This design comes from an exercise in tuning for small area, a short achievable clock period and few clock cycles per item on the open sky130 flow, not from production work.
Where RTL was checked, it was by simulation tests only, not by an equivalence proof against the original.
Only the layout flow was run in run 1; the RTL was not checked for function there.
No activity file was given, so power comes from the tool's default toggle rates.

### run.sh
#!/bin/bash
# synth_recipe.tcl (not shown) runs the flow's synth.tcl, then flattens the netlist and writes it again
# the make line also repeats each setting of config.mk as NAME=value (left out here)
make -C /OpenROAD-flow-scripts/flow DESIGN_CONFIG=/design/flow/config.mk WORK_HOME=/design/flow/orfs CLKGATE_MAP_FILE= SYNTH_SCRIPT=/design/flow/synth_recipe.tcl finish
### config.mk
export PLATFORM = sky130hd
export DESIGN_NAME = rm_encoder
export DESIGN_NICKNAME = rm_encoder
export VERILOG_FILES = /design/flow/design.v
export SDC_FILE = /design/flow/constraint.sdc
export NUM_CORES = 4
export LEC_CHECK = 0
export CAP_MARGIN = 20
export CORE_MARGIN = 2
export CORE_UTILIZATION = 40
export SLEW_MARGIN = 20
### constraint.sdc
create_clock -name core_clock -period 11.0 [get_ports {clk}]
set_input_delay 2.2000 -clock core_clock [delete_from_list [all_inputs] [get_ports {clk}]]
set_output_delay 2.2000 -clock core_clock [all_outputs]
set_load 0.01 [all_outputs]
### design.v
module rm_encoder (
    input  wire       clk,
    input  wire       rst,
    input  wire       in_valid,
    input  wire [7:0] in_data,
    input  wire       in_eos,
    output wire       in_ready,
    output wire       out_valid,
    output wire [7:0] out_data,
    output wire       out_last,
    input  wire       out_ready
);
    localparam [2:0] R_IDLE  = 3'd0,
                     R_COUNT = 3'd1,
                     R_ENTRY = 3'd2,
                     R_LIT   = 3'd3,
                     R_TERM1 = 3'd4,
                     R_TERM2 = 3'd5;
    reg [7:0]  data [0:31];
    reg [31:0] big;            
    reg [31:0] first;          
    reg       rdy;             
    reg [4:0] w;               
    reg       wfull;           
    reg       pend;            
    reg [7:0] cop;             
    reg [2:0] ncand;           
    reg [1:0] term_cnt;        
    reg [2:0] rs;
    reg [4:0] r;               
    reg [2:0] b;               
    reg       parity;          
    reg       ov, sv;
    reg [7:0] od, sd;
    reg       ol, sl;
    integer q;
    reg [31:0] eq;
    always @(*)
        for (q = 0; q < 32; q = q + 1)
            eq[q] = (data[q] == cop);
    wire [4:0] pend_pos = w - 5'd1;
    reg  [31:0] peq;           
    always @(*)
        for (q = 0; q < 32; q = q + 1)
            peq[q] = eq[q] & (q < pend_pos);
    function [5:0] th4;
        input [3:0] v;
        begin
            th4[0] = |v;
            th4[1] = (v[0] & v[1]) | (v[0] & v[2]) | (v[0] & v[3]) |
                     (v[1] & v[2]) | (v[1] & v[3]) | (v[2] & v[3]);
            th4[2] = (v[0] & v[1] & v[2]) | (v[0] & v[1] & v[3]) |
                     (v[0] & v[2] & v[3]) | (v[1] & v[2] & v[3]);
            th4[3] = &v;
            th4[5:4] = 2'b00;
        end
    endfunction
    function [5:0] thadd;
        input [5:0] a;
        input [5:0] c;
        reg [6:0] x, y;
        integer i, k;
        begin
            x = {a, 1'b1};
            y = {c, 1'b1};
            for (k = 1; k <= 6; k = k + 1) begin
                thadd[k-1] = 1'b0;
                for (i = 0; i <= k; i = i + 1)
                    thadd[k-1] = thadd[k-1] | (x[i] & y[k-i]);
            end
        end
    endfunction
    wire [5:0] t8_0 = thadd(th4(peq[3:0]),   th4(peq[7:4]));
    wire [5:0] t8_1 = thadd(th4(peq[11:8]),  th4(peq[15:12]));
    wire [5:0] t8_2 = thadd(th4(peq[19:16]), th4(peq[23:20]));
    wire [5:0] t8_3 = thadd(th4(peq[27:24]), th4(peq[31:28]));
    wire [5:0] tsum = thadd(thadd(t8_0, t8_1), thadd(t8_2, t8_3));
    wire       new_big   = tsum[4];                 
    wire       new_cand  = tsum[4] & ~tsum[5];      
    wire       new_first = ~|peq;
    wire [31:0] cand = first & big;
    wire [31:0] pf0 = {cand[30:0], 1'b0};
    wire [31:0] pf1 = pf0 | {pf0[30:0], 1'b0};
    wire [31:0] pf2 = pf1 | {pf1[29:0], 2'b0};
    wire [31:0] pf3 = pf2 | {pf2[27:0], 4'b0};
    wire [31:0] pf4 = pf3 | {pf3[23:0], 8'b0};
    wire [31:0] below = pf4 | {pf4[15:0], 16'b0};
    wire [31:0] sel = cand & ~below;
    wire        more = |cand;    
    reg [31:0] rdec;
    always @(*)
        for (q = 0; q < 32; q = q + 1)
            rdec[q] = (r == q);
    wire [31:0] msel = (rs == R_ENTRY) ? sel : rdec;
    reg [7:0] mux_val;
    always @(*) begin
        mux_val = 8'd0;
        for (q = 0; q < 32; q = q + 1)
            mux_val = mux_val | (msel[q] ? data[q] : 8'd0);
    end
    wire lit_here = ~|(rdec & big);
    wire [2:0] ncand_inc = ncand + 3'd1;
    reg       nv;
    reg [7:0] nd;
    reg       nl;
    always @(*) begin
        nv = 1'b0;
        nd = 8'h00;
        nl = 1'b0;
        case (rs)
            R_COUNT: begin nv = 1'b1; nd = {5'd0, ncand}; end
            R_ENTRY: begin
                nv = 1'b1;
                case (b)
                    3'd0:    nd = mux_val;
                    3'd1:    nd = {eq[0], eq[1], eq[2], eq[3], eq[4], eq[5], eq[6], eq[7]};
                    3'd2:    nd = {eq[8], eq[9], eq[10], eq[11], eq[12], eq[13], eq[14], eq[15]};
                    3'd3:    nd = {eq[16], eq[17], eq[18], eq[19], eq[20], eq[21], eq[22], eq[23]};
                    default: nd = {eq[24], eq[25], eq[26], eq[27], eq[28], eq[29], eq[30], eq[31]};
                endcase
            end
            R_LIT:   begin nv = lit_here; nd = mux_val; end
            R_TERM1: begin nv = 1'b1; nd = 8'hFF; nl = ~parity; end
            R_TERM2: begin nv = 1'b1; nd = 8'hFF; nl = 1'b1; end
            default: ;
        endcase
    end
    wire produce = ~sv;                
    wire adv     = produce | ~nv;      
    assign in_ready = rdy;
    wire in_fire  = in_valid && rdy;
    wire wr_byte  = in_fire && !in_eos;
    wire eos_fire = in_fire && in_eos;
    wire fill     = wr_byte && (w == 5'd31);    
    wire tdone = produce && ((rs == R_TERM1 && !parity) || rs == R_TERM2);
    wire [1:0] terms_left = term_cnt - {1'b0, tdone};
    wire [2:0] next_job = (terms_left != 2'd0) ? R_TERM1 :
                          wfull                ? R_COUNT : R_IDLE;
    wire last_entry = (rs == R_ENTRY) && produce && (b == 3'd4) && !more;
    reg [2:0] rs_n;
    reg [4:0] r_n;
    always @(*) begin
        rs_n = rs;
        r_n  = r;
        case (rs)
            R_IDLE:  rs_n = next_job;
            R_COUNT: if (produce) begin
                r_n  = 5'd0;
                rs_n = (ncand == 3'd0) ? R_LIT : R_ENTRY;
            end
            R_ENTRY: if (last_entry)
                rs_n = R_LIT;
            R_LIT: if (adv) begin
                r_n = r + 5'd1;
                if (r == 5'd31)
                    rs_n = next_job;
            end
            R_TERM1: if (produce)
                rs_n = parity ? R_TERM2 : next_job;
            R_TERM2: if (produce)
                rs_n = next_job;
            default: rs_n = R_IDLE;
        endcase
    end
    wire       take       = (rs_n == R_COUNT) && (rs != R_COUNT);
    wire [4:0] w_n        = eos_fire ? 5'd0 : wr_byte ? w + 5'd1 : w;
    wire [1:0] term_cnt_n = term_cnt + {1'b0, eos_fire} - {1'b0, tdone};
    wire       sv_n       = ov && !out_ready && (sv || nv);
    wire last_lit = (rs == R_LIT) && adv && (r == 5'd31);
    wire rdy_n = !fill && !wfull && !term_cnt[1] &&
                 ((rs == R_IDLE) || (rs == R_TERM1) || (rs == R_TERM2) || last_lit ||
                  ((rs == R_LIT) && ((w_n != r_n) || !sv_n)) ||
                  (last_entry && !sv_n));
    assign out_valid = ov;
    assign out_data  = od;
    assign out_last  = ol;
    integer p;
    always @(posedge clk) begin
        for (p = 0; p < 32; p = p + 1)
            if (rdy && w == p)
                data[p] <= in_data;
    end
    always @(posedge clk) begin
        for (p = 0; p < 32; p = p + 1) begin
            if (pend && pend_pos == p) begin
                big[p]   <= new_big;
                first[p] <= new_first;
            end else begin
                if (pend && peq[p] && new_cand)
                    big[p] <= 1'b1;
                if (rs == R_ENTRY && b == 3'd0 && produce && sel[p])
                    first[p] <= 1'b0;
            end
        end
    end
    always @(posedge clk) begin
        if (rst) begin
            rdy      <= 1'b0;
            w        <= 5'd0;
            wfull    <= 1'b0;
            pend     <= 1'b0;
            cop      <= 8'd0;
            ncand    <= 3'd0;
            term_cnt <= 2'd0;
            rs       <= R_IDLE;
            r        <= 5'd0;
            b        <= 3'd0;
            parity   <= 1'b0;
            ov       <= 1'b0;
            od       <= 8'd0;
            ol       <= 1'b0;
            sv       <= 1'b0;
            sd       <= 8'd0;
            sl       <= 1'b0;
        end else begin
            rdy      <= rdy_n;
            w        <= w_n;
            wfull    <= (wfull || fill) && !take;
            term_cnt <= term_cnt_n;
            rs       <= rs_n;
            r        <= r_n;
            pend <= wr_byte;
            if (wr_byte)
                cop <= in_data;
            if (pend) begin
                if (pend_pos == 5'd0)
                    ncand <= 3'd0;
                else if (new_cand)
                    ncand <= ncand_inc;
            end
            if (!ov || out_ready) begin
                if (sv) begin
                    ov <= 1'b1; od <= sd; ol <= sl;
                end else begin
                    ov <= nv; od <= nd; ol <= nl;
                end
            end else if (produce && nv) begin
                sd <= nd; sl <= nl;
            end
            sv <= sv_n;
            if (produce && nv)
                parity <= ~parity;
            if ((rs == R_TERM1 || rs == R_TERM2) && tdone)
                parity <= 1'b0;
            if (rs == R_COUNT && produce)
                b <= 3'd0;
            if (rs == R_ENTRY && produce) begin
                if (b == 3'd0)
                    cop <= mux_val;
                b <= (b == 3'd4) ? 3'd0 : b + 3'd1;
            end
        end
    end
endmodule
==> results of run 1 <==
==> stage by stage <==
stage	area [um^2]	cells
after floorplan	21800	2101
after global placement	22700	2755
after detailed placement	22700	2755
after CTS	24100	2835
after global routing	24100	2835
final	24100	2835
==> power by group <==
group	internal (uW)	switching, uW	leakage, uW
Clock	812	609	0.000660
Combinational	358	662	0.00352
Sequential	1580	49.8	0.00336
Total	2750	1320	0.00754
==> path summary, 6_finish.rpt <==
path / start / end / slack (ns) / depth (start not counted)
max: w[0] / ncand[1] / 3.83 / 15
max reg2reg: w[0] / ncand[1] / 3.83 / 15
min: od[4] / od[4] / 0.45 / 2
min reg2reg: od[4] / od[4] / 0.45 / 2
==> flip-flops by register name (all words and copies together), names as in the netlist <==
name      count
b             3
big          32
cop           8
data        256
first        32
ncand         3
od            8
ol            1
ov            1
parity        1
pend          1
r             5
rdy           1
rs            3
sd            8
sl            1
sv            1
term_cnt      2
w             5
wfull         1
==> area by class of cell <==
cell class | count | area share, %
inverter | 46 | 0.717
clock buffer | 62 | 4.81
tap | 696 | 3.62
multi-input combinational | 1570 | 43.3
sequential | 373 | 44.3
timing repair buffer | 70 | 2.40
clock inverter | 18 | 0.852
==> worst reg2reg max path: stages, from the launching register on <==
cell and delay (ns):
dfxtp_1 1.05, inv_1 0.29, ha_1 0.65, nor3b_1 0.31
xnor2_1 0.57, nor3_1 0.28, a221oi_2 0.41, nand2_1 0.27
a211oi_2 0.45, nor2_1 0.11, a2111o_1 0.35, a2111oi_0 0.40
o2111a_1 0.98, nand4b_4 0.56, mux2i_1 0.26, nor3_1 0.07
==> cell families after synthesis <==
family / count (synthesis)
AO/OA/AOI/OAI: 516
XOR/XNOR: 269
adder cells (fa/ha/maj): 28
buffers and inverters: 158
flip-flops: 373
multiplexers: 13
AND/OR/NAND/NOR: 744
==> cell usage in the layout, fill, tap and decap left out, types with 45 or more instances in the layout <==
cell type / count
o21ai_0: 94
xnor2_1: 207
nor2_1: 146
edfxtp_1: 320
nor3_1: 50
xor2_1: 61
nand3_1: 80
nand2_1: 203
buf_4: 47
dfxtp_1: 45
inv_1: 45
a21oi_1: 63
nand4_1: 87
a22oi_1: 65
==> metal layers <==
layer | GRT usage, % | part of all wire [%] | vias up
met1 | 38.1 | 41 | 9096
met5 | 0 | 0.010 | -
li1 | - | - | 8057
met4 | 11.8 | 4.1 | 2
met2 | 43.0 | 45 | 1043
met3 | 4.67 | 9.5 | 197
==> flow_summary.json, run 1 <==
{
  "max_freq_mhz": 140,
  "cts_tree": "yes",
  "slowest_stage": "dfxtp_1",
  "drtPass1Iterations": 7,
  "path_max_fanout": 35,
  "dr.first_iter.drc_count": 2671,
  "row_count": 85,
  "synth_edf_count": 320,
  "syn-num-nets": 2137,
  "grt_first_pass_wirelength_um": 115000,
  "seq_area_um2": 10700,
  "cts.sinks": 373,
  "port-buffer-count": 23,
  "grt.overflow.total": 0,
  "ant_nets": 0,
  "startpoint_type": "flop",
  "synth_cell_types": 97,
  "die_y_um": 238,
  "critical_path_class": "reg -> reg",
  "finalSetupTns_ns": 0,
  "syn-cell-area_um2": 21800,
  "synth_top_area_share_pct": 44.0,
  "avgSynthCellArea_um2": 10.4,
  "syn2layout_area_growth_pct": 10.4,
  "utilization_pct": 44.7,
  "drv_slew": 0,
  "status": "no timing/DRC/antenna violations",
  "rsz0062_at_grt": "no",
  "synth_fa_ha_area_share_pct": 1.55,
  "whs_ns": 0.451,
  "dieArea_um2": 56400,
  "holdBufCountCts": 0,
  "ctsResizeCount": 0,
  "initial_core_util_pct": 40.5,
  "ys_async_sr_fraction_pct": 0,
  "drv_cap": 0,
  "cp_common_cell": "nor3_1",
  "min_period_over_period_pct": 65.1,
  "synthTopCellsByArea": "edfxtp_1, xnor2_1, dfxtp_1",
  "muxShareOfSynthArea_pct": 0.619,
  "multi_input_area_um2": 10400,
  "coreArea_um2": 53900,
  "yosys_register_bits": 373,
  "cts_root_buffer": "clkbuf_16",
  "synth-compound-area-share_pct": 17.4,
  "min-delay-path-class": "reg -> reg",
  "drive_gt1_share_pct": 7.95,
  "antenna_found_initial": 2,
  "boundaryPins": 24,
  "yosysSeqAreaShare_pct": 48.9,
  "synthTopCellsByCount": "edfxtp_1, xnor2_1, nand2_1",
  "grt_max_degree": 54,
  "finalHoldViolCount": 0,
  "finalSetupViolations": 0,
  "cellLeakagePower_uw": 0.00754,
  "clkTransAtPathRegs_ns": 0.06,
  "clockBufferDepth": 3,
  "place_worst_setup_slack_ns": 4.01,
  "num_antenna_cells": 0,
  "wl_um": 79100,
  "first_global_vias": 17438,
  "p_per_area_nw_per_um2": 169,
  "arrival_ns": 7.58,
  "viasPerCell": 6.49,
  "gp_congestion": 1.05,
  "worstSkewPairLatency_ns": 0.61,
  "path_buf_inv": 1,
  "maxSlewHeadroom_pct": 21.2,
  "ir_drop_v": 0.000156,
  "period_needed_ns": 7.17,
  "via_count": 18395,
  "wl_per_cell_um": 27.9,
  "finClkSkew_ns": 0.0366,
  "synth_top_area_cell": "edfxtp_1",
  "postSynthCellCount": 2101,
  "final_net_count": 2140,
  "cts_setup_buffers": 0,
  "yosys.area_share.simple_pct": 17.1,
  "synth-main-ff-cell": "edfxtp_1",
  "synth_top_family_by_area": "compound AO/OA/AOI/OAI gates",
  "cp_top_family": "compound AO/OA/AOI/OAI gates",
  "numCtsBuffers": 43,
  "fp.dieW_um": 238,
  "power_uw": 4070,
  "htree_levels": 2,
  "grt_util_all_layers_pct": 27.6,
  "yosysMostFrequentCell": "edfxtp_1",
  "drc": 0,
  "ys.warnings.count": 2,
  "crit_chain": "inv_1 -> ha_1 -> nor3b_1 -> xnor2_1 -> nor3_1 -> a221oi_2 -> nand2_1 -> a211oi_2 -> nor2_1 -> a2111o_1 -> a2111oi_0 -> o2111a_1 -> nand4b_4 -> mux2i_1 -> nor3_1",
  "tightest_slew_ns": 1.18,
  "end_kind": "flop",
  "synthXorXnorAreaFrac_pct": 10.8,
  "hpwl_um": 58700,
  "max_stage_delay_ns": 1.05,
  "crit_required_ns": 11.42,
  "fill_cells": 5058,
  "layout_setup_ws_ns": 3.83
}
==> run 2: changes to the inputs <==
--- a/design.v
+++ b/design.v
@@ -23,6 +23,7 @@
     reg [4:0] w;               
     reg       wfull;           
     reg       pend;            
+    reg [4:0] pend_pos;
     reg [7:0] cop;             
     reg [2:0] ncand;           
     reg [1:0] term_cnt;        
@@ -38,7 +39,6 @@
     always @(*)
         for (q = 0; q < 32; q = q + 1)
             eq[q] = (data[q] == cop);
-    wire [4:0] pend_pos = w - 5'd1;
     reg  [31:0] peq;           
     always @(*)
         for (q = 0; q < 32; q = q + 1)
@@ -199,6 +199,7 @@
             w        <= 5'd0;
             wfull    <= 1'b0;
             pend     <= 1'b0;
+            pend_pos <= 5'd0;
             cop      <= 8'd0;
             ncand    <= 3'd0;
             term_cnt <= 2'd0;
@@ -220,8 +221,10 @@
             rs       <= rs_n;
             r        <= r_n;
             pend <= wr_byte;
-            if (wr_byte)
-                cop <= in_data;
+            if (wr_byte) begin
+                pend_pos <= w;
+                cop      <= in_data;
+            end
             if (pend) begin
                 if (pend_pos == 5'd0)
                     ncand <= 3'd0;
==> flow/run.sh (new file) <==
#!/bin/bash
bash standard.sh SETUP_SLACK_MARGIN=6 finish > standard.log 2>&1
==> standard.sh (new file) <==
#!/bin/bash
# synth_recipe.tcl (not shown) runs the flow's synth.tcl, then flattens the netlist and writes it again
# the make line also repeats each setting of config.mk as NAME=value (left out here)
make -C /OpenROAD-flow-scripts/flow DESIGN_CONFIG=/design/flow/config.mk WORK_HOME=/design/flow/orfs CLKGATE_MAP_FILE= SYNTH_SCRIPT=/design/flow/synth_recipe.tcl "${@:-finish}"
removed: run.sh
==> run 2 against run 1 <==
  * Still clean on timing, DRC and antenna
  * Final area fell by 1.5%
  * First-iteration DRC count fell by 8.1%
  * Critical path depth fell by 3
  * Clock power barely moved
  * Clock-buffer cell count fell by 15
  * Via count fell by 3.8%
  * Worst hold slack improved by 0.036 ns
  * Synthesized area fell by 1.9%
  * Worst setup slack improved by 2.3 ns
  * Sequential share of layout area rose by 1.2 points
  * Sequential cell count rose by 5
  * Critical endpoint is now big[12]
  * Largest power group unchanged
==> flow_summary.json, run 2 <==
{
  "status": "no timing/DRC/antenna violations",
  "drive_gt1_share_pct": 10.0,
  "synth-compound-area-share_pct": 15.2,
  "synth_edf_count": 320,
  "finalSetupTns_ns": 0,
  "syn2layout_area_growth_pct": 10.9,
  "max_freq_mhz": 204,
  "synthXorXnorAreaFrac_pct": 11.0,
  "slowest_stage": "nor4_1",
  "postSynthCellCount": 2023,
  "ys_async_sr_fraction_pct": 0,
  "crit_required_ns": 11.24,
  "finalSetupViolations": 0,
  "grt_first_pass_wirelength_um": 112000,
  "cts_setup_buffers": 0,
  "hold_path_end": "sl",
  "cp_num_cells": 12,
  "grt_util_all_layers_pct": 27.2,
  "syn-num-nets": 2057,
  "numCtsBuffers": 42,
  "drc": 0,
  "finClkSkew_ns": 0.0257,
  "cts_tree": "yes",
  "maxSlewHeadroom_pct": 15.9,
  "timing.rr.end": "big[12]",
  "path_max_fanout": 35,
  "reg_top3": "data (256), big (32), first (32)",
  "dieArea_um2": 55400,
  "min_period_over_period_pct": 44.5,
  "fill_cells": 4925,
  "clockBufferDepth": 3,
  "synthTopCellsByCount": "edfxtp_1, nand2_1, xnor2_1",
  "synth_fa_ha_area_share_pct": 1.37,
  "first_global_vias": 16696,
  "crit_chain": "buf_4 -> xor2_1 -> nor4_1 -> nand4_1 -> or2_2 -> a41oi_1 -> a2111oi_4 -> o2111ai_1 -> a2111oi_1 -> and3_1 -> a211o_4 -> o41ai_1",
  "utilization_pct": 45.0,
  "row_count": 84,
  "ir_drop_v": 0.000158,
  "p_per_area_nw_per_um2": 147,
  "top_register": "data",
  "drv_slew": 0,
  "fp.dieW_um": 235,
  "syn-cell-area_um2": 21400,
  "muxShareOfSynthArea_pct": 0.251,
  "final_net_count": 2062,
  "period_needed_ns": 4.89,
  "port-buffer-count": 23,
  "r2r-start": "cop[7]",
  "gp_congestion": 1.02,
  "path_buf_inv": 1,
  "grt.overflow.total": 0,
  "yosys_register_bits": 378,
  "holdCritStartpoint": "sl",
  "r2r_setup_slack_ns": 6.11,
  "yosys.area_share.simple_pct": 17.4,
  "synth_top_area_cell": "edfxtp_1",
  "grt_max_degree": 61,
  "cellLeakagePower_uw": 0.00749,
  "yosysSeqAreaShare_pct": 50.3,
  "num_antenna_cells": 0,
  "yosysMostFrequentCell": "edfxtp_1",
  "worstSkewPairLatency_ns": 0.59,
  "arrival_ns": 5.13,
  "drv_cap": 0,
  "ys.warnings.count": 2,
  "clkTransAtPathRegs_ns": 0.07,
  "wl_per_cell_um": 28.1,
  "min-delay-path-class": "reg -> reg",
  "cts.sinks": 378,
  "ant_nets": 0,
  "synth_top_family_by_area": "simple AND/OR/NAND/NOR gates",
  "synthTopCellsByArea": "edfxtp_1, xnor2_1, dfxtp_1",
  "synth_top_area_share_pct": 44.9,
  "antenna_found_initial": 0,
  "htree_levels": 2,
  "coreArea_um2": 52800,
  "startpoint_type": "flop",
  "synth_cell_types": 83,
  "cts_root_buffer": "clkbuf_16",
  "drtPass1Iterations": 9,
  "seq_area_um2": 10800,
  "max_stage_delay_ns": 0.59,
  "rsz0062_at_grt": "yes",
  "critical_path_class": "reg -> reg",
  "end_kind": "flop",
  "die_y_um": 235,
  "initial_core_util_pct": 40.5,
  "avgSynthCellArea_um2": 10.6,
  "final_common_cell": "edfxtp_1",
  "final_cell_mix": "edfxtp_1, nand2_1, xnor2_1",
  "multi_input_area_um2": 9920,
  "cp_top_family": "simple AND/OR/NAND/NOR gates",
  "reg2regPathDepth": 12,
  "via_count": 17689,
  "whs_ns": 0.487,
  "tightest_slew_ns": 1.26,
  "viasPerCell": 6.44,
  "boundaryPins": 24,
  "largest_reg_flops": 256,
  "synth-main-ff-cell": "edfxtp_1",
  "finalHoldViolCount": 0,
  "whs_path_depth": 2,
  "hpwl_um": 56700,
  "dr.first_iter.drc_count": 2455,
  "wl_um": 77300
}
## run 2: layout make-up
type	instances	share of cell area (%)
Inverter	47	0.744
Tap cell	688	3.63
Clock inverter	27	1.15
Timing Repair Buffer	71	2.53
Multi-Input combinational cell	1488	41.8
Sequential cell	378	45.5
Clock buffer	47	4.60
## run 2: logic make-up after synthesis
family / after synthesis
muxes: 5
and+or+nand+nor: 744
AOI/OAI and AO/OA: 447
adders and majority gates: 24
DFF: 378
xor gates and xnor gates: 268
buffers and inverters: 157
## run 2: what timing repair did
item / 4_1_cts / 5_1_grt
gates resized for setup: 13 / 27
pin swaps: 0 / 1
hold buffers: 0 / 0
endpoints found under the setup margin: 55 / 55
## run 2: worst max path at each step
stage          startpoint      end
2_1_floorplan      cop[2]  big[12]
3_3_place_gp       cop[7]  big[24]
3_5_place_dp       cop[2]  big[12]
4_1_cts            cop[1]  big[12]
5_1_grt            big[0]    od[6]
6_report           cop[7]  big[12]
## run 2: where the power goes
part	leakage (uW)	switching [uW]	internal (uW)
sequential	0.00343	57.0	1580
clock	0.000669	603	832
combinational	0.00338	258	159
total	0.00749	917	2570
## run 2: routing by layer
metal	vias up	part of all wire, %	track usage [%]
li1	7706	-	-
met1	8683	42	38.5
met2	1097	44	41.6
met3	203	9.1	3.67
met4	0	4.8	12.5
met5	-	0	0
## run 2: through the flow
step	cell area [um^2]	total power, uW	worst slack (ns)	cells
floorplan	21400	1940	7.12	2023
global placement	22100	2070	5.65	2672
detailed placement	22100	2070	5.52	2672
CTS	23500	3490	5.97	2746
global route	23700	3580	5.98	2746
finish	23700	3490	6.11	2746
## run 2: tightest hold or removal path: cells and delay by family (launching register included)
kind | cells | cell delay [ns]
DFF | 1 | 0.31
AOI/OAI and AO/OA | 1 | 0.06
and+or+nand+nor | 1 | 0.06
Testbench counts of run 2, summed over its fixed seeds: cycles 40,456, bytes 29,871.
==> run 3: changes to the inputs <==
==> flow/run.sh (replaced) <==
#!/bin/bash
bash standard.sh SETUP_SLACK_MARGIN=7 finish > standard.log 2>&1
==> run 3 against run 2 <==
  * Still clean on timing, DRC and antenna
  * Die area is the same
  * Register-to-register slack gained 0.61 ns
  * Maximum frequency grew 14%
  * Total power grew 4.0%
  * Worst setup slack gained 0.61 ns
  * Sequential power is essentially flat
  * Combinational power grew 36%
  * Sequential cell count is the same
  * Global-route usage grew 2.0 points
  * Clock skew is essentially flat
  * Worst hold slack is essentially flat
  * Synthesized area is the same
  * Critical path type unchanged
==> flow_summary.json, run 3 <==
{
  "cellLeakagePower_uw": 0.00889,
  "drv_cap": 0,
  "grt.overflow.total": 0,
  "coreArea_um2": 52800,
  "p_per_area_nw_per_um2": 137,
  "critical_path_class": "reg -> reg",
  "clockBufferDepth": 3,
  "whs_ns": 0.486,
  "wl_per_cell_um": 29.6,
  "htree_levels": 2,
  "cts.sinks": 378,
  "fp.dieW_um": 235,
  "maxSlewHeadroom_pct": 24.3,
  "final_common_cell": "edfxtp_1",
  "finalInstanceArea_um2": 26600,
  "path_buf_inv": 3,
  "first_global_vias": 17621,
  "cp_top_family": "compound AO/OA/AOI/OAI gates",
  "viasPerCell": 6.55,
  "finalSetupTns_ns": 0,
  "avgSynthCellArea_um2": 10.6,
  "postSynthCellCount": 2023,
  "initial_core_util_pct": 40.5,
  "timing.rr.end": "big[6]",
  "grt_first_pass_wirelength_um": 120000,
  "placed_area_um2": 22100,
  "row_count": 84,
  "syn-num-nets": 2057,
  "synthTopCellsByCount": "edfxtp_1, nand2_1, xnor2_1",
  "yosysMostFrequentCell": "edfxtp_1",
  "finClkSkew_ns": 0.0254,
  "end_kind": "flop",
  "r2r_setup_slack_ns": 6.72,
  "top_register": "data",
  "ys_async_sr_fraction_pct": 0,
  "grt_max_degree": 61,
  "num_antenna_cells": 0,
  "die_y_um": 235,
  "boundaryPins": 24,
  "dieArea_um2": 55400,
  "ys.warnings.count": 2,
  "finalHoldViolCount": 0,
  "gp_congestion": 1.02,
  "whs_path_depth": 2,
  "synth_cell_types": 83,
  "holdBufCountCts": 0,
  "numCtsBuffers": 42,
  "arrival_ns": 4.54,
  "final_cell_mix": "edfxtp_1, nand2_1, xnor2_1",
  "utilization_pct": 50.4,
  "drv_slew": 0,
  "tightest_slew_ns": 1.14,
  "final_net_count": 2197,
  "ant_nets": 0,
  "r2r-start": "cop[5]",
  "via_count": 18876,
  "drc": 0,
  "synth_edf_count": 320,
  "grt_util_all_layers_pct": 29.2,
  "drive_gt1_share_pct": 22.9,
  "synthTopCellsByArea": "edfxtp_1, xnor2_1, dfxtp_1",
  "syn-cell-area_um2": 21400,
  "max_freq_mhz": 234,
  "clkTransAtPathRegs_ns": 0.06,
  "max_stage_delay_ns": 0.49,
  "period_needed_ns": 4.28,
  "hpwl_um": 56700,
  "drtPass1Iterations": 7,
  "slowest_stage": "a222oi_1",
  "crit_required_ns": 11.26,
  "antenna_found_initial": 0,
  "crit_chain": "buf_12 -> buf_12 -> xor2_4 -> nor2_4 -> and4b_2 -> nor4_4 -> a31oi_2 -> a2111oi_4 -> o2111ai_2 -> a222oi_1 -> o2111ai_2 -> buf_6 -> a211o_4 -> o41ai_4",
  "synth-main-ff-cell": "edfxtp_1",
  "cts_tree": "yes",
  "power_uw": 3630,
  "startpoint_type": "flop",
  "yosysSeqAreaShare_pct": 50.3,
  "path_max_fanout": 7,
  "synth_top_area_cell": "edfxtp_1",
  "reg_top3": "data (256), big (32), first (32)",
  "finalSetupViolations": 0,
  "status": "no timing/DRC/antenna violations",
  "yosys_register_bits": 378,
  "synth_top_area_share_pct": 44.9,
  "syn2layout_area_growth_pct": 24.2,
  "worstSkewPairLatency_ns": 0.59,
  "cts_root_buffer": "clkbuf_16",
  "wl_um": 85300,
  "rsz0062_at_grt": "yes",
  "holdCritStartpoint": "sl",
  "ir_drop_v": 0.000160,
  "min-delay-path-class": "reg -> reg",
  "reg2regPathDepth": 14,
  "dr.first_iter.drc_count": 2619,
  "port-buffer-count": 23,
  "hold_path_end": "sl",
  "largest_reg_flops": 256,
  "min_period_over_period_pct": 38.9
}
==> run 3: cell counts after synthesis <==
Identical to the previous run, type by type.
==> run 3: how the worst max path moves through the flow <==
stage / from / end / depth (start not counted)
after detailed placement: cop[2] / big[12] / 11
after CTS: cop[4] / ncand[2] / 14
final: cop[5] / big[6] / 14
after global placement: cop[7] / big[24] / 12
after global routing: cop[4] / big[6] / 15
after floorplan: cop[2] / big[12] / 16
==> run 3: stage by stage <==
step                      std cells  setup WS, ns
after floorplan                2023          7.12
after global placement         2672          5.65
final                          2881          6.72
after CTS                      2825          6.88
after detailed placement       2672          5.52
after global routing           2881          6.66
==> run 3: what timing repair did <==
action	4_1_cts	5_1_grt
gates resized for setup	227	122
cloned	12	5
buffers inserted	67	51
pin swaps	47	45
endpoints found under the setup margin	91	73
==> run 3: routing by layer <==
metal	GRT usage, %	wire (um)	vias to the layer above	share of wire, %
met1	38.7	32900	9257	39
li1	-	-	8017	-
met5	0	0	-	0
met2	44.6	37400	1283	44
met3	6.16	9280	319	11
met4	16.6	5730	0	6.7
==> run 3: cell type report <==
cell class,instances,area (um^2)
fill,4621,26200
multi-input combinational,1495,11200
sequential,378,10800
timing repair buffer,199,2130
clock buffer,47,1090
tap,688,861
clock inverter,27,273
inverter,47,185
==> run 3: worst min-delay path, cell delays in order, from the launching register on <==
cell      delay [ns]
dfxtp_1         0.31
nand2b_1        0.06
a21oi_1         0.06
==> run 3: where the power goes <==
part	internal (uW)	switching [uW]	leakage, uW
Sequential	1580	40.2	0.00344
Combinational	237	332	0.00478
Clock	832	609	0.000669
Total	2650	981	0.00889
==> run 3: cell families after synthesis <==
family / share of synthesized area [%]
AND/OR/NAND/NOR: 17.4
AO/OA/AOI/OAI: 15.2
flip-flops: 50.3
XOR/XNOR: 11.0
buffers and inverters: 4.50
adder cells (fa/ha/maj): 1.37
multiplexers: 0.251
==> run 4: changes to the inputs <==
--- a/config.mk
+++ b/config.mk
@@ -7,5 +7,6 @@
 export LEC_CHECK = 0
 export CAP_MARGIN = 20
 export CORE_MARGIN = 2
-export CORE_UTILIZATION = 40
+export CORE_UTILIZATION = 65
+export CTS_BUF_LIST = sky130_fd_sc_hd__clkbuf_8
 export SLEW_MARGIN = 20
==> run 4 against run 3 <==
  * Still clean on timing, DRC and antenna
  * Maximum frequency decreased by 1.3%
  * Clock-buffer cell count grew 17
  * Critical path depth is the same
  * Die area shrank 38%
  * Routed wire length up 0.90%
  * Largest cell class unchanged
==> flow_summary.json, run 4 <==
{
  "status": "no timing/DRC/antenna violations",
  "whs_path_depth": 2,
  "slowest_stage": "a222oi_1",
  "finalHoldViolCount": 0,
  "arrival_ns": 4.89,
  "r2r_setup_slack_ns": 6.66,
  "cts_tree": "yes",
  "numCtsBuffers": 60,
  "synth_top_area_share_pct": 44.9,
  "power_uw": 3370,
  "boundaryPins": 24,
  "drv_cap": 0,
  "rsz0062_at_grt": "yes",
  "final_cell_mix": "edfxtp_1, nand2_1, xnor2_1",
  "max_freq_mhz": 231,
  "largest_reg_flops": 256,
  "min_period_over_period_pct": 39.4,
  "grt.overflow.total": 0,
  "critical_path_class": "reg -> reg",
  "grt_max_degree": 61,
  "finalSetupViolations": 0,
  "initial_core_util_pct": 65.9,
  "synth_edf_count": 320,
  "drv_slew": 0,
  "ys_async_sr_fraction_pct": 0,
  "port-buffer-count": 23,
  "synth-main-ff-cell": "edfxtp_1",
  "avgSynthCellArea_um2": 10.6,
  "max_stage_delay_ns": 0.47,
  "num_antenna_cells": 0,
  "wl_um": 86100,
  "ys.warnings.count": 2,
  "htree_levels": 2,
  "finalSetupTns_ns": 0,
  "dp_cells": 2425,
  "row_count": 66,
  "fill_cells": 1944,
  "coreArea_um2": 32500,
  "grt_util_all_layers_pct": 48.3,
  "cts_root_buffer": "clkbuf_8",
  "postSynthCellCount": 2023,
  "met3WireLength_um": 13700,
  "syn-cell-area_um2": 21400,
  "ant_nets": 0,
  "ir_drop_v": 0.000182,
  "dieArea_um2": 34400,
  "drc": 0,
  "drtPass1Iterations": 11,
  "path_max_fanout": 8,
  "clockBufferDepth": 3,
  "clkTransAtPathRegs_ns": 0.07,
  "via_count": 20141,
  "timing.rr.end": "od[6]",
  "crit_chain": "a222oi_1 -> buf_4 -> buf_4 -> and3_1 -> nand2_2 -> o31ai_4 -> a222oi_1 -> nand4_1 -> a221oi_2 -> nand4_1 -> a221o_1 -> a221oi_2 -> o21ai_1 -> a22o_1",
  "yosys_register_bits": 378,
  "dr.first_iter.drc_count": 4014,
  "cp_top_family": "compound AO/OA/AOI/OAI gates",
  "synthTopCellsByCount": "edfxtp_1, nand2_1, xnor2_1",
  "startpoint_type": "flop",
  "crit_required_ns": 11.56,
  "final_cells": 2672,
  "syn-num-nets": 2057,
  "wl_per_cell_um": 32.2,
  "final_net_count": 2218,
  "final_common_cell": "edfxtp_1",
  "tightest_slew_ns": 1.17,
  "cts.sinks": 378,
  "fp.dieW_um": 185,
  "gp_congestion": 1.05,
  "holdCritStartpoint": "sl",
  "min-delay-path-class": "reg -> reg",
  "synth_cell_types": 83,
  "first_global_vias": 18642,
  "cellLeakagePower_uw": 0.00872,
  "hold_path_end": "sl",
  "utilization_pct": 79.6,
  "worstSkewPairLatency_ns": 0.70,
  "yosysMostFrequentCell": "edfxtp_1",
  "antenna_found_initial": 1,
  "viasPerCell": 7.54,
  "end_kind": "flop",
  "drt-met1-wl_um": 28100,
  "maxSlewHeadroom_pct": 22.0,
  "syn2layout_area_growth_pct": 20.7,
  "reg2regPathDepth": 14,
  "path_buf_inv": 2,
  "top_register": "data",
  "finClkSkew_ns": 0.0514,
  "die_y_um": 185,
  "grt_first_pass_wirelength_um": 119000,
  "top_layer_used": "met5",
  "p_per_area_nw_per_um2": 131,
  "synthTopCellsByArea": "edfxtp_1, xnor2_1, dfxtp_1",
  "reg_top3": "data (256), big (32), first (32)",
  "r2r-start": "big[0]",
  "synth_top_area_cell": "edfxtp_1",
  "drive_gt1_share_pct": 22.7,
  "hpwl_um": 54700,
  "yosysSeqAreaShare_pct": 50.3,
  "met2_length_um": 36000,
  "period_needed_ns": 4.34
}
-- run 4: changes by cell type in the layout (fill, tap and decap cells not counted), moves of 8 or more --
cell / previous run / this run
clkbuf_8: 0 / 64
inv_1: 43 / 59
clkinv_1: 5 / 13
buf_4: 133 / 141
o21ai_1: 12 / 23
o21ai_2: 27 / 15
buf_12: 26 / 15
clkbuf_16: 47 / 1
-- run 4: cells by family (layout without fill, tap and decap cells) --
kind of cell             Yosys count  after routing  synth area share, %
multiplexers                       5              5                0.251
AO/OA/AOI/OAI                    447            452                 15.2
AND/OR/NAND/NOR                  744            746                 17.4
buffers and inverters            157            357                 4.50
adder cells (fa/ha/maj)           24             24                 1.37
flip-flops                       378            378                 50.3
XOR/XNOR                         268            268                 11.0
-- run 4: final cells by class --
type / count / area (um^2) / area share (%)
clock buffers: 64 / 881 / 3.41
clock inverters: 44 / 251 / 0.974
inverters: 47 / 185 / 0.717
multi-input cells: 1495 / 11100 / 42.9
flip-flops and latches: 378 / 10800 / 41.9
well taps: 442 / 553 / 2.14
repair buffers: 202 / 2060 / 7.96
-- run 4: how the worst max path moves through the flow --
stage / start / endpoint / slack (ns) / depth (start not counted)
2_1_floorplan: cop[2] / big[12] / 7.12 / 16
3_3_place_gp: cop[2] / ncand[2] / 5.46 / 13
3_5_place_dp: cop[3] / big[24] / 5.39 / 13
4_1_cts: cop[6] / ncand[2] / 6.91 / 13
5_1_grt: cop[4] / ncand[2] / 6.69 / 14
6_report: big[0] / od[6] / 6.66 / 14
-- run 4: repair_timing --
item / CTS / global route
pin swaps: 48 / 59
setup endpoints to repair: 87 / 86
buffers inserted: 58 / 62
hold buffers: 0 / 0
endpoints found under the hold margin: 0 / 0
gates resized for setup: 215 / 112
cloned: 15 / 4
-- run 4: through the flow --
step / hold WS (ns) / instance area (um^2) / setup slack (ns)
2_1_floorplan: 0.451 / 21400 / 7.12
3_3_place_gp: 0.464 / 21800 / 5.46
3_5_place_dp: 0.477 / 21800 / 5.39
4_1_cts: 0.486 / 24800 / 6.91
5_1_grt: 0.516 / 25800 / 6.69
6_report: 0.486 / 25800 / 6.66
-- run 4: layer usage --
layer  track usage, %  vias up
met2             71.6     2077
met1             60.5     9376
met3             15.3      641
met5                0        -
li1                 -     8045
met4             32.9        2
-- run 4: worst reg2reg max path: cells and delay by family (launching register included) --
kind / cells / cell delay [ns]
buffers and inverters: 2 / 0.31
AND/OR/NAND/NOR: 4 / 1.09
AO/OA/AOI/OAI: 8 / 2.34
flip-flops: 1 / 0.46
-- run 4: power by group --
group / internal, uW / switching [uW] / total [uW]
Clock: 585 / 593 / 1180
Combinational: 230 / 336 / 566
Sequential: 1580 / 44.4 / 1630
==> run 5: changes to the inputs <==
--- a/config.mk
+++ b/config.mk
@@ -7,6 +7,6 @@
 export LEC_CHECK = 0
 export CAP_MARGIN = 20
 export CORE_MARGIN = 2
-export CORE_UTILIZATION = 65
+export CORE_UTILIZATION = 55
 export CTS_BUF_LIST = sky130_fd_sc_hd__clkbuf_8
 export SLEW_MARGIN = 20
==> run 5 against run 4 <==
  * Worst setup slack better by 0.14 ns
  * Non-clock buffer count rose by 2
  * Still clean on timing, DRC and antenna
  * Largest cell class unchanged
  * First-iteration DRC count down 28%
  * Critical endpoint is now ncand[2]
  * Maximum frequency increased by 3.3%
==> flow_summary.json, run 5 <==
{
  "r2r_setup_slack_ns": 6.80,
  "cts_root_buffer": "clkbuf_8",
  "finalInstanceArea_um2": 25900,
  "finalHoldViolCount": 0,
  "drc": 0,
  "drv_cap": 0,
  "yosysMostFrequentCell": "edfxtp_1",
  "r2r-start": "cop[4]",
  "tightest_slew_ns": 1.13,
  "critical_path_class": "reg -> reg",
  "coreArea_um2": 38600,
  "ir_drop_v": 0.000106,
  "boundaryPins": 24,
  "rsz0062_at_grt": "yes",
  "max_freq_mhz": 238,
  "utilization_pct": 67.0,
  "viasPerCell": 6.98,
  "num_antenna_cells": 0,
  "first_global_vias": 17474,
  "grt_first_pass_wirelength_um": 118000,
  "htree_levels": 2,
  "end_kind": "flop",
  "synth_top_area_cell": "edfxtp_1",
  "whs_ns": 0.484,
  "ys_async_sr_fraction_pct": 0,
  "path_max_fanout": 8,
  "synth_top_area_share_pct": 44.9,
  "postSynthCellCount": 2023,
  "fp.dieW_um": 201,
  "period_needed_ns": 4.20,
  "ant_nets": 0,
  "final_cell_mix": "edfxtp_1, xnor2_1, nand2_1",
  "drive_gt1_share_pct": 22.2,
  "initial_core_util_pct": 55.5,
  "worstSkewPairLatency_ns": 0.72,
  "fill_cells": 3038,
  "syn-cell-area_um2": 21400,
  "arrival_ns": 4.78,
  "reg2regPathDepth": 14,
  "finalSetupTns_ns": 0,
  "startpoint_type": "flop",
  "top_register": "data",
  "reg_top3": "data (256), big (32), first (32)",
  "via_count": 19175,
  "row_count": 72,
  "grt_max_degree": 61,
  "clkTransAtPathRegs_ns": 0.06,
  "wl_per_cell_um": 30.6,
  "ys.warnings.count": 2,
  "hpwl_um": 55800,
  "wl_um": 84000,
  "seq_area_um2": 10800,
  "dieArea_um2": 40500,
  "cts.sinks": 378,
  "holdBufCountCts": 0,
  "numCtsBuffers": 61,
  "synthTopCellsByCount": "edfxtp_1, nand2_1, xnor2_1",
  "final_net_count": 2219,
  "antenna_found_initial": 1,
  "yosysSeqAreaShare_pct": 50.3,
  "min-delay-path-class": "reg -> reg",
  "syn-num-nets": 2057,
  "final_common_cell": "edfxtp_1",
  "drv_slew": 0,
  "maxSlewHeadroom_pct": 25.0,
  "grt_util_all_layers_pct": 39.9,
  "cellLeakagePower_uw": 0.00874,
  "grt.overflow.total": 0,
  "finClkSkew_ns": 0.0668,
  "largest_reg_flops": 256,
  "p_per_area_nw_per_um2": 133,
  "cp-endpoint": "ncand[2]",
  "drtPass1Iterations": 9,
  "synth_edf_count": 320,
  "syn2layout_area_growth_pct": 20.8,
  "gp_congestion": 1.01,
  "critPathLaunch": "cop[4]",
  "synth_cell_types": 83,
  "finalSetupViolations": 0,
  "multi_input_area_um2": 10900,
  "synth-main-ff-cell": "edfxtp_1",
  "clockBufferDepth": 3,
  "timing.rr.end": "ncand[2]",
  "die_y_um": 201,
  "status": "no timing/DRC/antenna violations",
  "min_period_over_period_pct": 38.2,
  "cts_tree": "yes",
  "crit_required_ns": 11.58,
  "dr.first_iter.drc_count": 2873,
  "synthTopCellsByArea": "edfxtp_1, xnor2_1, dfxtp_1",
  "yosys_register_bits": 378,
  "avgSynthCellArea_um2": 10.6,
  "placed_area_um2": 21900,
  "port-buffer-count": 23
}
## run 5: cell count changes in the layout (fill, tap and decap cells not counted), moves of 5 or more
cell,delta
o21ai_0,+14
o21ai_1,-11
xor2_1,+6
xor2_2,-6
buf_12,+5
## run 5: metal layers
layer	wire (um)	vias to the layer above	part of all wire (%)	global-route usage, %
li1	-	8037	-	-
met1	31000	9304	37	52.9
met2	36400	1483	43	60.5
met3	10100	351	12	8.49
met5	0	-	0	0
met4	6590	0	7.8	23.8
## run 5: timing repair
item / 4_1_cts / 5_1_grt
buffers inserted: 43 / 77
endpoints found under the setup margin: 87 / 84
gates resized for setup: 180 / 113
cloned: 11 / 5
pin swaps: 44 / 68
## run 5: cell families (layout without fill, tap and decap cells)
| logic type | count (synthesis) | after routing | synth area share (%) |
|---|---|---|---|
| xor gates and xnor gates | 268 | 268 | 11.0 |
| muxes | 5 | 5 | 0.251 |
| AOI/OAI and AO/OA | 447 | 450 | 15.2 |
| adders and majority gates | 24 | 24 | 1.37 |
| buffers and inverters | 157 | 358 | 4.50 |
| and+or+nand+nor | 744 | 745 | 17.4 |
| DFF | 378 | 378 | 50.3 |
## run 5: cell type report
| class | instances | share of cell area (%) |
|---|---|---|
| tap | 518 | 2.51 |
| inverter | 47 | 0.716 |
| clock inverter | 43 | 1.23 |
| timing repair inverter | 1 | 0.0194 |
| timing repair buffer | 204 | 8.09 |
| sequential | 378 | 41.8 |
| clock buffer | 63 | 3.35 |
| multi-input combinational | 1492 | 42.2 |
## run 5: worst min-delay path by stage
stage,start,to,slack [ns],cells after the start
after global routing,sl,sl,0.51,2
final,sl,sl,0.48,2
after floorplan,sl,sl,0.45,2
after global placement,sl,sl,0.46,2
after detailed placement,sl,sl,0.48,2
after CTS,sl,sl,0.49,2
## run 5: metrics by stage
stage	setup WS, ns	power [uW]	cells
after floorplan	7.12	1940	2023
after global placement	5.54	2060	2504
after detailed placement	5.46	2070	2504
after CTS	6.88	3360	2664
after global routing	6.69	3520	2746
final	6.80	3430	2746
## run 5: critical path, cell delays in order, from the launching register on
cell and delay, ns:
dfxtp_4 0.41, buf_16 0.17, buf_4 0.16, xnor2_1 0.16, nand4_1 0.21, or4_4 0.64, maj3_1 0.40, nor2_1 0.20
a2111oi_4 0.10, a21oi_1 0.25, nor3_2 0.09, o221a_2 0.33, a211o_4 0.43, or3_4 0.35, a211oi_2 0.17
## run 5: report_power, final
group	total [uW]	leakage, uW	switching (uW)	internal (uW)
Combinational	571	0.00462	334	238
Sequential	1620	0.00344	40.7	1580
Clock	1230	0.000675	587	646
Total	3430	0.00874	961	2470
==> run 6: changes to the inputs <==
==> flow/run.sh (replaced) <==
#!/bin/bash
bash standard.sh SETUP_SLACK_MARGIN=6.5 finish > standard.log 2>&1
==> run 6 against run 5 <==
  * Critical endpoint unchanged
  * Synthesized cell count is the same
  * Worst hold slack better by 0.00065 ns
  * Via count shrank 3.0%
==> flow_summary.json, run 6 <==
{
  "wl_per_cell_um": 30.0,
  "finClkSkew_ns": 0.0616,
  "yosysMostFrequentCell": "edfxtp_1",
  "dieArea_um2": 40500,
  "seq_area_um2": 10800,
  "die_y_um": 201,
  "period_needed_ns": 4.51,
  "synth_cell_types": 83,
  "final_net_count": 2155,
  "cellLeakagePower_uw": 0.00800,
  "tightest_slew_ns": 1.12,
  "end_kind": "flop",
  "grt.overflow.total": 0,
  "coreArea_um2": 38600,
  "drc": 0,
  "status": "no timing/DRC/antenna violations",
  "postSynthCellCount": 2023,
  "worstSkewPairLatency_ns": 0.70,
  "fill_cells": 3215,
  "pwr-share-clk_pct": 36.5,
  "p_int_uw": 2430,
  "drv_slew": 0,
  "slowest_stage": "nor4_1",
  "final_common_cell": "edfxtp_1",
  "crit_required_ns": 11.56,
  "fp.dieW_um": 201,
  "yosys_register_bits": 378,
  "path_max_fanout": 14,
  "drtPass1Iterations": 10,
  "drv_cap": 0,
  "grt_max_degree": 61,
  "cp_top_family": "simple AND/OR/NAND/NOR gates",
  "final_cell_mix": "edfxtp_1, nand2_1, xnor2_1",
  "hpwl_um": 55800,
  "critical_path_class": "reg -> reg",
  "grt_first_pass_wirelength_um": 112000,
  "utilization_pct": 63.2,
  "finalSetupTns_ns": 0,
  "max_stage_delay_ns": 0.76,
  "reg_top3": "data (256), big (32), first (32)",
  "ys.warnings.count": 2,
  "drive_gt1_share_pct": 15.7,
  "synth_top_area_share_pct": 44.9,
  "gp_congestion": 1.01,
  "numCtsBuffers": 61,
  "initial_core_util_pct": 55.5,
  "avgSynthCellArea_um2": 10.6,
  "ant_nets": 0,
  "clockBufferDepth": 3,
  "arrival_ns": 5.08,
  "dr.first_iter.drc_count": 2637,
  "max_freq_mhz": 222,
  "min-delay-path-class": "reg -> reg",
  "maxSlewHeadroom_pct": 24.8,
  "syn2layout_area_growth_pct": 14.0,
  "top_register": "data",
  "pwr-share-seq_pct": 48.4,
  "cts_root_buffer": "clkbuf_8",
  "crit_chain": "buf_4 -> xor2_1 -> nor4_1 -> and4b_1 -> a21oi_1 -> a21oi_2 -> nor3_1 -> o2111ai_1 -> nor3_1 -> o221a_2 -> a211o_4 -> or3_1 -> a211oi_1",
  "row_count": 72,
  "path_buf_inv": 1,
  "min_period_over_period_pct": 41.0,
  "syn-cell-area_um2": 21400,
  "synth_top_area_cell": "edfxtp_1",
  "cts.sinks": 378,
  "synthTopCellsByCount": "edfxtp_1, nand2_1, xnor2_1",
  "via_count": 18603,
  "largest_reg_flops": 256,
  "first_global_vias": 16872,
  "switching_power_uw": 924,
  "synthTopCellsByArea": "edfxtp_1, xnor2_1, dfxtp_1",
  "htree_levels": 2,
  "finalSetupViolations": 0,
  "clkTransAtPathRegs_ns": 0.06,
  "syn-num-nets": 2057,
  "cts_tree": "yes",
  "startpoint_type": "flop",
  "grt_util_all_layers_pct": 37.7,
  "antenna_found_initial": 1,
  "yosysSeqAreaShare_pct": 50.3,
  "swShare_pct": 27.5,
  "rsz0062_at_grt": "yes",
  "p_per_area_nw_per_um2": 138,
  "synth_edf_count": 320,
  "combinationalPowerShare_pct": 15.1,
  "ir_drop_v": 0.000106,
  "multi_input_area_um2": 10200,
  "cp_common_cell": "nor3_1",
  "boundaryPins": 24,
  "wl_um": 80500,
  "viasPerCell": 6.94,
  "synth-main-ff-cell": "edfxtp_1",
  "num_antenna_cells": 0,
  "ys_async_sr_fraction_pct": 0,
  "finalHoldViolCount": 0,
  "port-buffer-count": 23
}
-- run 6: power groups by stage --
stage,clock network [uW],registers [uW],logic (uW)
after detailed placement,0,1660,408
after global routing,1300,1630,532
after global placement,0,1660,402
after CTS,1230,1620,430
final,1230,1620,507
after floorplan,0,1630,313
-- run 6: final timing paths --
| kind | start | to | slack (ns) | depth (start not counted) |
|---|---|---|---|---|
| hold / removal | sl | sl | 0.49 | 2 |
| hold reg to reg | sl | sl | 0.49 | 2 |
| setup reg to reg | cop[6] | ncand[2] | 6.49 | 13 |
| setup / recovery | cop[6] | ncand[2] | 6.49 | 13 |
-- run 6: per-layer routing --
| layer | track usage [%] | vias up | part of all wire, % |
|---|---|---|---|
| li1 | - | 7910 | - |
| met4 | 20.3 | 0 | 6.8 |
| met1 | 51.3 | 8985 | 38 |
| met5 | 0 | - | 0 |
| met3 | 7.26 | 310 | 12 |
| met2 | 57.2 | 1398 | 44 |
-- run 6: repair_timing --
item | CTS | global route
gates resized for setup | 51 | 71
gates cloned | 1 | 7
pin swaps | 2 | 13
hold buffers | 0 | 0
endpoints found under the setup margin | 73 | 74
buffers inserted | 2 | 62
-- run 6: through the flow --
stage / power [uW] / setup slack, ns / std cells / hold WS (ns) / area (um^2)
floorplan: 1940 / 7.12 / 2023 / 0.451 / 21400
global placement: 2060 / 5.54 / 2504 / 0.465 / 21900
detailed placement: 2070 / 5.46 / 2504 / 0.476 / 21900
CTS: 3290 / 6.48 / 2613 / 0.485 / 23400
global route: 3460 / 6.44 / 2682 / 0.505 / 24400
finish: 3360 / 6.49 / 2682 / 0.485 / 24400
-- run 6: worst reg2reg max path: stages (launching register included) --
cell and delay (ns):
dfxtp_4 0.50, buf_4 0.20, xor2_1 0.07, nor4_1 0.76
and4b_1 0.52, a21oi_1 0.10, a21oi_2 0.34, nor3_1 0.18
o2111ai_1 0.29, nor3_1 0.09, o221a_2 0.36, a211o_4 0.41
or3_1 0.34, a211oi_1 0.23
-- run 6: cell families after synthesis --
kind of cell    synth area share, %
xor+xnor                       11.0
simple gates                   17.4
flops                          50.3
compound gates                 15.2
fa+ha+maj                      1.37
mux                           0.251
buf+inv                        4.50
-- run 6: cell type report --
type,count,area share [%]
Multi-Input combinational cell,1491,42.0
Clock buffer,63,3.56
Inverter,47,0.739
Sequential cell,378,44.3
Clock inverter,43,1.30
Timing Repair Buffer,142,5.47
Tap cell,518,2.66
==> run 7: changes to the inputs <==
==> flow/run.sh (replaced) <==
#!/bin/bash
bash standard.sh SETUP_SLACK_MARGIN=7 MATCH_CELL_FOOTPRINT=0 finish > standard.log 2>&1
==> run 7 against run 6 <==
  * Combinational power is 13% higher
  * Die area unchanged
  * Clock-buffer cell count unchanged
  * Critical path type unchanged
  * Largest power group unchanged
==> flow_summary.json, run 7 <==
{
  "synthTopCellsByCount": "edfxtp_1, nand2_1, xnor2_1",
  "utilization_pct": 66.9,
  "placed_area_um2": 21900,
  "startpoint_type": "flop",
  "numCtsBuffers": 61,
  "drv_slew": 0,
  "yosysSeqAreaShare_pct": 50.3,
  "reg_top3": "data (256), big (32), first (32)",
  "crit_required_ns": 11.58,
  "ir_drop_v": 0.000107,
  "max_stage_delay_ns": 0.55,
  "syn2layout_area_growth_pct": 20.5,
  "holdBufCountCts": 0,
  "pwr-share-clk_pct": 36.0,
  "swShare_pct": 28.2,
  "finalSetupViolations": 0,
  "die_y_um": 201,
  "finalHoldViolCount": 0,
  "drc": 0,
  "port-buffer-count": 23,
  "synth_cell_types": 83,
  "r2r-start": "cop[4]",
  "whs_path_depth": 2,
  "num_antenna_cells": 0,
  "slowest_stage": "or4_4",
  "crit_chain": "clkbuf_16 -> buf_12 -> xnor2_1 -> nand4_1 -> or4_4 -> or2_2 -> a41oi_2 -> a2111oi_4 -> a21oi_1 -> nor3_2 -> o221a_2 -> a211o_4 -> or3_4 -> a211oi_2",
  "initial_core_util_pct": 55.5,
  "path_max_fanout": 11,
  "maxSlewHeadroom_pct": 28.4,
  "antenna_found_initial": 1,
  "finalInstanceArea_um2": 25800,
  "end_kind": "flop",
  "holdCritStartpoint": "sl",
  "p_int_uw": 2470,
  "wl_um": 84300,
  "period_needed_ns": 4.18,
  "tightest_slew_ns": 1.07,
  "coreArea_um2": 38600,
  "fill_cells": 3037,
  "multi_input_area_um2": 10900,
  "reg2regPathDepth": 14,
  "max_freq_mhz": 239,
  "pwr-share-seq_pct": 47.3,
  "rsz0062_at_grt": "yes",
  "avgSynthCellArea_um2": 10.6,
  "htree_levels": 2,
  "min_period_over_period_pct": 38.0,
  "yosysMostFrequentCell": "edfxtp_1",
  "cellLeakagePower_uw": 0.00866,
  "dieArea_um2": 40500,
  "final_net_count": 2215,
  "final_common_cell": "edfxtp_1",
  "status": "no timing/DRC/antenna violations",
  "largest_reg_flops": 256,
  "grt.overflow.total": 0,
  "critical_path_class": "reg -> reg",
  "p_per_area_nw_per_um2": 133,
  "ys.warnings.count": 2,
  "grt_util_all_layers_pct": 40.2,
  "final_cell_mix": "edfxtp_1, nand2_1, xnor2_1",
  "drtPass1Iterations": 9,
  "via_count": 19113,
  "synth-main-ff-cell": "edfxtp_1",
  "viasPerCell": 6.97,
  "syn-num-nets": 2057,
  "ant_nets": 0,
  "cp_top_family": "simple AND/OR/NAND/NOR gates",
  "clkTransAtPathRegs_ns": 0.06,
  "finClkSkew_ns": 0.0629,
  "fp.dieW_um": 201,
  "drive_gt1_share_pct": 21.5,
  "hpwl_um": 55800,
  "drv_cap": 0,
  "worstSkewPairLatency_ns": 0.71,
  "grt_max_degree": 61,
  "cts.sinks": 378,
  "seq_area_um2": 10800,
  "place_worst_setup_slack_ns": 5.46,
  "combinationalPowerShare_pct": 16.8,
  "postSynthCellCount": 2023,
  "switching_power_uw": 967,
  "grt_first_pass_wirelength_um": 119000,
  "top_register": "data",
  "cts_root_buffer": "clkbuf_8",
  "wl_per_cell_um": 30.8,
  "layout_setup_ws_ns": 6.82,
  "first_global_vias": 17475,
  "row_count": 72,
  "r2r_setup_slack_ns": 6.82,
  "dr.first_iter.drc_count": 2703,
  "syn-cell-area_um2": 21400,
  "timing.rr.end": "ncand[2]",
  "min-delay-path-class": "reg -> reg",
  "arrival_ns": 4.76,
  "yosys_register_bits": 378,
  "path_buf_inv": 2,
  "ys_async_sr_fraction_pct": 0,
  "clockBufferDepth": 3,
  "finalSetupTns_ns": 0,
  "cts_tree": "yes",
  "synthTopCellsByArea": "edfxtp_1, xnor2_1, dfxtp_1",
  "synth_top_area_cell": "edfxtp_1",
  "hold_path_end": "sl",
  "boundaryPins": 24,
  "synth_edf_count": 320,
  "synth_top_area_share_pct": 44.9,
  "gp_congestion": 1.01
}
==> run 7: cell counts after synthesis <==
No cell type changed its count.
==> run 7: what timing repair did <==
| action | in CTS | in global routing |
|---|---|---|
| cloned | 12 | 4 |
| hold endpoints to repair | 0 | 0 |
| buffers inserted | 50 | 66 |
| pin swaps | 41 | 53 |
| setup endpoints to repair | 87 | 84 |
| resized for setup | 195 | 84 |
==> run 7: power groups by stage <==
stage	clock [uW]	combinational (uW)	sequential, uW
floorplan	0	313	1630
global placement	0	402	1660
detailed placement	0	408	1660
CTS	1230	510	1620
global route	1300	597	1620
finish	1240	575	1620
==> run 7: layer usage <==
| metal | vias to the layer above | wire, um | global-route usage (%) |
|---|---|---|---|
| met3 | 375 | 10400 | 9.12 |
| li1 | 8034 | - | - |
| met1 | 9234 | 30800 | 53.2 |
| met2 | 1470 | 36500 | 60.3 |
| met4 | 0 | 6710 | 24.6 |
| met5 | - | 0 | 0 |
==> run 7: cell type report <==
cell class | instances | area share (%)
multi-input cells | 1492 | 42.3
repair buffers | 201 | 7.93
flip-flops and latches | 378 | 42.0
inverters | 47 | 0.713
clock buffers | 63 | 3.36
clock inverters | 43 | 1.23
well taps | 518 | 2.51
==> run 7: worst max path at each step <==
stage | from | endpoint | depth (start not counted)
2_1_floorplan | cop[2] | big[12] | 16
3_3_place_gp | cop[6] | ncand[2] | 12
3_5_place_dp | cop[6] | big[12] | 11
4_1_cts | cop[5] | ncand[2] | 15
5_1_grt | pend_pos[1] | ncand[2] | 11
6_report | cop[4] | ncand[2] | 14
==> run 7: cells by family (layout without fill, tap and decap cells) <==
kind of cell	Yosys count	in the layout	share of synthesized area, %
xor+xnor	268	268	11.0
buf+inv	157	354	4.50
compound gates	447	450	15.2
mux	5	5	0.251
simple gates	744	745	17.4
fa+ha+maj	24	24	1.37
flops	378	378	50.3
==> run 7: worst min-delay path: stages, from the launching register on <==
cell,delay [ns]
dfxtp_1,0.31
nand2b_1,0.06
a21oi_1,0.06
==> run 7: stage by stage <==
stage | cells | hold WS (ns) | total power (uW)
2_1_floorplan | 2023 | 0.451 | 1940
3_5_place_dp | 2504 | 0.476 | 2070
3_3_place_gp | 2504 | 0.465 | 2060
6_report | 2742 | 0.484 | 3430
4_1_cts | 2672 | 0.485 | 3360
5_1_grt | 2742 | 0.505 | 3520
==> run 8: changes to the inputs <==
==> flow/run.sh (replaced) <==
#!/bin/bash
bash standard.sh SETUP_SLACK_MARGIN=7.5 finish > standard.log 2>&1
--- a/config.mk
+++ b/config.mk
@@ -7,6 +7,6 @@
 export LEC_CHECK = 0
 export CAP_MARGIN = 20
 export CORE_MARGIN = 2
-export CORE_UTILIZATION = 55
+export CORE_UTILIZATION = 40
 export CTS_BUF_LIST = sky130_fd_sc_hd__clkbuf_8
 export SLEW_MARGIN = 20
==> run 8 against run 7 <==
  * Still clean on timing, DRC and antenna
  * Worst setup slack got worse by 0.076 ns
  * Core utilization is 12 points lower
  * Combinational power grew 19%
  * Routed wire length increased by 7.3%
  * Cell count increased by 12%
  * First-iteration DRC count increased by 18%
  * Sequential cell count did not move
  * Non-clock buffer count rose by 144
  * Global-route usage down 8.4 points
  * Die area up 37%
  * Sequential share of layout area down 4.2 points
  * Worst hold slack got worse by 0.0018 ns
  * Critical path type unchanged
  * Critical endpoint unchanged
  * Largest power group unchanged
==> flow_summary.json, run 8 <==
{
  "via_count": 19902,
  "synth_top_area_cell": "edfxtp_1",
  "clockBufferDepth": 3,
  "final_common_cell": "edfxtp_1",
  "syn2layout_area_growth_pct": 34.1,
  "max_freq_mhz": 235,
  "drive_gt1_share_pct": 32.2,
  "reg_top3": "data (256), big (32), first (32)",
  "syn-cell-area_um2": 21400,
  "ys_async_sr_fraction_pct": 0,
  "antenna_found_initial": 1,
  "maxSlewHeadroom_pct": 28.9,
  "synth_top_area_share_pct": 44.9,
  "rsz0062_at_grt": "yes",
  "hpwl_um": 57100,
  "initial_core_util_pct": 40.5,
  "grt_util_all_layers_pct": 31.7,
  "viasPerCell": 6.48,
  "fp.dieW_um": 235,
  "cts_tree": "yes",
  "die_y_um": 235,
  "top_register": "data",
  "end_kind": "flop",
  "port-buffer-count": 23,
  "ant_nets": 0,
  "coreArea_um2": 52800,
  "finClkSkew_ns": 0.0307,
  "yosys_register_bits": 378,
  "first_global_vias": 19416,
  "arrival_ns": 4.84,
  "drtPass1Iterations": 12,
  "synth-main-ff-cell": "edfxtp_1",
  "dieArea_um2": 55400,
  "crit_chain": "buf_12 -> buf_16 -> xnor2_1 -> nand4_1 -> nor3_4 -> or4_4 -> buf_4 -> a2111oi_4 -> o22ai_1 -> a2111oi_4 -> o2111ai_1 -> a211o_4 -> buf_12 -> or3_1 -> a211oi_2",
  "finalHoldViolCount": 0,
  "htree_levels": 3,
  "yosysMostFrequentCell": "edfxtp_1",
  "finalSetupTns_ns": 0,
  "syn-num-nets": 2057,
  "final_net_count": 2362,
  "postSynthCellCount": 2023,
  "num_antenna_cells": 0,
  "status": "no timing/DRC/antenna violations",
  "numCtsBuffers": 67,
  "cts_root_buffer": "clkbuf_8",
  "synthTopCellsByCount": "edfxtp_1, nand2_1, xnor2_1",
  "largest_reg_flops": 256,
  "finalSetupViolations": 0,
  "utilization_pct": 54.4,
  "grt.overflow.total": 0,
  "place_worst_setup_slack_ns": 5.73,
  "grt_max_degree": 61,
  "grt_first_pass_wirelength_um": 130000,
  "row_count": 84,
  "final_cell_mix": "edfxtp_1, buf_4, xnor2_1",
  "wl_per_cell_um": 29.5,
  "min-delay-path-class": "reg -> reg",
  "cellLeakagePower_uw": 0.00996,
  "drv_cap": 0,
  "path_max_fanout": 8,
  "tightest_slew_ns": 1.06,
  "dr.first_iter.drc_count": 3199,
  "synth_edf_count": 320,
  "ir_drop_v": 0.0000981,
  "p_per_area_nw_per_um2": 127,
  "clkTransAtPathRegs_ns": 0.07,
  "synthTopCellsByArea": "edfxtp_1, xnor2_1, dfxtp_1",
  "wl_um": 90500,
  "avgSynthCellArea_um2": 10.6,
  "gp_congestion": 1.04,
  "critical_path_class": "reg -> reg",
  "ys.warnings.count": 2,
  "period_needed_ns": 4.26,
  "min_period_over_period_pct": 38.7,
  "startpoint_type": "flop",
  "holdBufCountCts": 0,
  "drc": 0,
  "synth_cell_types": 83,
  "crit_required_ns": 11.58,
  "fill_cells": 4433,
  "yosysSeqAreaShare_pct": 50.3,
  "worstSkewPairLatency_ns": 0.66,
  "max_stage_delay_ns": 0.57,
  "drv_slew": 0,
  "cts.sinks": 378,
  "layout_setup_ws_ns": 6.74,
  "slowest_stage": "or4_4",
  "boundaryPins": 24
}
-- run 8: cell counts after synthesis --
No cell type changed its count.
-- run 8: what timing repair did --
| action | CTS | global route |
|---|---|---|
| pin swaps | 98 | 101 |
| endpoints found under the setup margin | 142 | 92 |
| gates cloned | 21 | 0 |
| resized for setup | 370 | 134 |
| setup buffers | 174 | 90 |
-- run 8: cell type report --
| cell class | count | area (um^2) | area share (%) |
|---|---|---|---|
| clock buffers | 69 | 950 | 3.31 |
| multi-input cells | 1489 | 11900 | 41.4 |
| inverters | 47 | 193 | 0.671 |
| well taps | 688 | 861 | 3.00 |
| clock inverters | 54 | 397 | 1.38 |
| flip-flops and latches | 378 | 10800 | 37.8 |
| repair buffers | 345 | 3580 | 12.5 |
-- run 8: per-layer routing --
layer  GRT usage (%)  wire (um)  share of wire [%]
met5               0          0                  0
met4            22.3       7200                8.0
met3            9.51      10900                 12
met2            48.6      40000                 44
met1            38.3      32500                 36
-- run 8: final timing paths --
kind	from	to	slack, ns	cells after the start
min reg2reg	sl	sl	0.48	2
max	cop[1]	ncand[2]	6.74	15
max reg2reg	cop[1]	ncand[2]	6.74	15
min	sl	sl	0.48	2
-- run 8: through the flow --
step,area [um^2],instances,hold WS (ns),power [uW]
after floorplan,21700,2023,0.451,1950
after global placement,22300,2662,0.466,2070
after detailed placement,22300,2662,0.474,2080
after CTS,27300,2980,0.482,3580
after global routing,28700,3070,0.509,3750
final,28700,3070,0.482,3650
-- run 8: cell families after synthesis --
logic type | count (synthesis) | synth area share [%]
flip-flops | 378 | 50.3
XOR/XNOR | 268 | 11.0
multiplexers | 5 | 0.251
buffers and inverters | 157 | 4.50
AND/OR/NAND/NOR | 744 | 17.4
AO/OA/AOI/OAI | 447 | 15.2
adder cells (fa/ha/maj) | 24 | 1.37
-- run 8: worst max-delay path, delay by kind of cell (launching register included) --
| kind | cells | cell delay [ns] |
|---|---|---|
| simple gates | 4 | 1.31 |
| xor+xnor | 1 | 0.13 |
| compound gates | 6 | 1.70 |
| flops | 1 | 0.38 |
| buf+inv | 4 | 0.62 |
-- run 8: report_power, final --
part / internal [uW] / leakage, uW / switching (uW) / total [uW]
Combinational: 300 / 0.00577 / 386 / 686
Sequential: 1580 / 0.00344 / 32.7 / 1610
Clock: 712 / 0.000747 / 642 / 1350
Total: 2590 / 0.00996 / 1060 / 3650

==> separate check: timing with driven ports <==
How much do the figures lean on ideal ports? The routed layouts below were timed once more, with nothing changed but the port constraints.
Step 1: set_driving_cell puts a clkbuf_16 on clk and a buf_2 on each other input, an assumption about the parent block.
Step 2 adds t to the input delays and takes it off the output delays; t is the mean of the earliest and latest rising clock arrival at the registers after step 1. Input paths then give back, and output paths get back, about the clock's delay inside the block.
Slacks: ideal / step 1 / step 2; pairs: ideal / step 1.
run	shift t [ns]	slack for setup (ns)	worst setup path after step 2
run 1	0.651	3.834 / 3.834 / 3.834	register to register
run 2	0.634	6.106 / 6.106 / 6.106	register to register
run 3	0.633	6.719 / 6.719 / 6.553	input to register
run 4	0.734	6.664 / 6.664 / 6.484	input to register
run 5	0.742	6.800 / 6.800 / 6.382	input to register
run 6	0.726	6.488 / 6.488 / 6.292	input to register
run 7	0.728	6.820 / 6.820 / 6.422	input to register
run 8	0.711	6.744 / 6.744 / 6.744	register to register
After both steps setup and hold are still met in every run listed. The setup slack of run 5, which loses most, moves by 0.000 ns with the drivers and by -0.418 ns with both steps.
